Context: an optimization exercise on an open-source flow, tuned for small area. The choices shown serve that exercise and are no tape-out recipe. Only simulation tests tie the RTL to the original design; equivalence was not proved.

Design mbfs, start of the top module:
module mbfs (
    input             clk,
    input             rst,
    input             start,
    input      [31:0] timeout_ms,
    input             req_en,
    input      [6:0]  sink_mask,
    input             tick_1ms,
    output            busy,
    output reg        done,
    output reg [3:0]  result,
    output     [3:0]  flags,
    output reg [31:0] frame_hdr,
    output reg [7:0]  vf_cs,
    output reg        cfg_strobe,
    output     [1:0]  cfg_parity,
    output            flush_req,
    input             flush_done,
    output            tx_valid,
    output     [7:0]  tx_data,
    input             tx_ready,
    input             rx_valid,
    input      [7:0]  rx_data,
    output            rx_pop,
    output reg        meas_valid,
    output reg [2:0]  meas_kind,
    output reg [63:0] meas_raw,
    output     [2:0]  meas_exp
);
    localparam [3:0] R_OK        = 4'd0,
                     R_NOSTART   = 4'd1,
                     R_SUSPLEN   = 4'd2,
                     R_TIMEOUT   = 4'd4,
                     R_BADHDR    = 4'd6,
                     R_BADPAYLEN = 4'd8,
                     R_BADLCODE  = 4'd9;
    localparam [4:0] P_IDLE      = 5'd0,
                     P_W1_FLUSH  = 5'd1,
                     P_W2_SETTLE = 5'd2,
                     P_W3_PREAMB = 5'd3,
                     P_W4_FLUSH  = 5'd4,
                     P_W4_PAUSE  = 5'd5,
                     P_W5_SETTLE = 5'd6,
                     P_REQ_SEND  = 5'd7,
                     P_REQ_FLUSH = 5'd8,
                     P_RX_START  = 5'd9,
                     P_RX_LEN    = 5'd10,
                     P_RX_BODY   = 5'd11,
  ...
Size: ~3,500 cells after synthesis, roughly 190 I/O pins, ~50,000 µm² of cells after synthesis.
clock: 30.0 ns
lec_check: 0
cap_margin: 20
core_margin: 2
core_utilization: 65
cts_cluster_diameter: 60
cts_cluster_size: 30
place_density: 0.75
slew_margin: 20
standard.sh (not shown) runs the stock make flow with config.mk's settings and CLKGATE_MAP_FILE= SYNTH_SCRIPT=/design/flow/synth_recipe.tcl, a recipe that flattens the netlist after the stock synthesis.
==> flow/flow/run.sh <==
#!/bin/bash
# The standard layout (standard.sh, with flow/config.mk's settings), with two
# changes: the port buffers use the smallest buffer cell, and clock tree
# synthesis inserts no dummy loads. The whole ORFS output goes to
# standard.log; each step's own log is under orfs/logs/.
set -euo pipefail
export BUFFER_PORTS_ARGS="-buffer_cell sky130_fd_sc_hd__buf_1"
export CTS_ARGS="-sink_clustering_enable -repair_clock_nets -sink_clustering_size 30 -sink_clustering_max_diameter 60 -dont_use_dummy_load"
bash standard.sh > standard.log 2>&1
Next try:
--- a/flow/design.v
+++ b/flow/design.v
@@ -78,21 +78,18 @@
     reg        hdr_ok;
     reg        abort9;
     reg        rec_pub;
     reg        rec_bcd;
     reg [3:0]  rec_vlen;
     reg        cv;             
     reg [8*RING-1:0] ring;
     wire [7:0] head = ring[8*RING-1 -: 8];
     reg [7:0]  wpos;           
-    reg        wv;             
-    reg [4:0]  wi;             
-    reg [7:0]  wd;             
     reg [7:0]  rpos;           
     reg [63:0] dl;             
     reg [7:0]  dv;             
     assign busy       = (phase != P_IDLE);
     assign flags      = {w_bcd, w_cs, checksum_ok, busy};
     assign flush_req  = (phase == P_W1_FLUSH) || (phase == P_W4_FLUSH) || (phase == P_REQ_FLUSH);
     assign tx_valid   = (phase == P_W3_PREAMB) || (phase == P_REQ_SEND);
     assign rx_pop     = (phase == P_RX_START) || (phase == P_RX_LEN) || (phase == P_RX_BODY);
     assign cfg_parity = {1'b0, phase == P_W5_SETTLE};
@@ -177,34 +174,33 @@
     integer d;
     always @(*) begin
         ds = 3'd0;
         for (d = 0; d < 8; d = d + 1)
             if (dv[d])
                 ds = d[2:0];
     end
     wire       dany  = (dv != 8'd0);
     wire       wr    = dany && (wpos[2:0] == 3'd0);
+    wire [7:0] wdata = dl[8*ds +: 8];
     wire       clear = (phase == P_W3_PREAMB);
     reg [8*RING-1:0] ring_nx;
     integer j;
     always @(*) begin
         ring_nx = {ring[8*RING-9:0], head & {8{!clear}}};
         for (j = 0; j < NINS; j = j + 1)
-            if (wv && wi == j)
-                ring_nx[8*C*j +: 8] = ring_nx[8*C*j +: 8] | wd;
+            if (wr && wpos[7:3] == j)
+                ring_nx[8*C*j +: 8] = ring_nx[8*C*j +: 8] | wdata;
     end
     always @(posedge clk)
         meas_raw <= load ? ld_val : conv;
     always @(posedge clk) begin
         ring <= ring_nx;
         dl <= {dl[55:0], push_data};
-        wd <= dl[8*ds +: 8];
-        wi <= wpos[7:3];
     end
     wire head_end = (head[7:5] == 3'b111);
     wire at_head  = (rpos == LASTPOS);
     wire consume  = at_head && ((phase == P_D_TOKEN) || (phase == P_D_SKIP));
     wire load     = at_head && (phase == P_D_TOKEN) && !head_end;
     reg [63:0] ld_val;
     reg        ld_bad;
     integer b;
     always @(*) begin
@@ -225,22 +221,20 @@
                 conv[4*i +: 4] = rot[4*i +: 4] - 4'd3;
         end
     end
     always @(posedge clk) begin
         if (!wr)
             wpos <= (wpos == LASTPOS) ? 8'd0 : wpos + 8'd1;
         if (!consume)
             rpos <= (rpos == LASTPOS) ? 8'd0 : rpos + 8'd1;
         dv <= {dv[6:0] & ~(wr ? (7'd1 << ds) : 7'd0), push};
-        wv <= wr;
         if (phase == P_RX_LEN) begin
-            wpos <= 8'd1;
-            wv   <= 1'b0;
+            wpos <= 8'd0;
             rpos <= LASTPOS;
             dv   <= 8'd0;
         end
     end
     always @(posedge clk) begin
         if (rst) begin
             phase       <= P_IDLE;
             done        <= 1'b0;
             result      <= R_OK;
@@ -420,25 +414,26 @@
                                             ps <= S_DIF;
                                     end
                                     default: ;
                                 endcase
                             end
                         endcase
                     end
                 end
                 P_D_ALIGN: begin                            
-                    if (!dany && !wv)
+                    if (!dany)
                         phase <= P_D_TOKEN;
                 end
                 P_D_TOKEN: begin
                     cnt <= cnt + 10'd1;
                     if (at_head) begin
                         meas_kind <= head[7:5];
+                        rec_vlen  <= head[3:0];
                         k         <= {1'b0, head[3:0]};
                         cnt       <= 10'd0;
                         cv        <= head[4] && !ld_bad;
                         if (head_end) begin
                             result <= abort9 ? R_BADLCODE : R_OK;
                             done   <= 1'b1;
                             phase  <= P_IDLE;
                         end else begin
                             if (!head[4])
After rerunning:
- area after synthesis came out higher by 1.8%
- cell area came out higher by 1.9%
- worst setup slack is worse by 0.41 ns
- worst hold slack is worse by 0.0045 ns
- clock-buffer cell count climbs by 3
- final cell count rose by 1.9%
- non-clock buffer count rises by 16
- via count grows by 9.5%

separate check: timing with driven ports:
No port has a modelled driver above. Below, the same layouts with a new extraction and two added sets of constraints.
Step 1 sets driving cells, clkbuf_16 on the clock port and buf_2 on the other inputs (assumed; they add their load-dependent delay and slew).
Step 2 moves the port delays by t, midway between the first and last clock arrival at a register: inputs arrive t later, outputs are due t later. That takes back most of the time a late clock gives input paths.
Three values: ideal ports, drivers, drivers and shift; two values: the first two.
run | t (ns) | slack for setup (ns) | worst setup path after step 2
the first run | 0.688 | 21.248 / 21.185 / 20.706 | input to register
the second run | 0.696 | 20.836 / 20.770 / 20.561 | input to register
After both steps setup and hold are still met in every run listed. For the first run, which loses most, drivers alone change the setup slack by -0.063 ns; drivers and shift together by -0.542 ns.
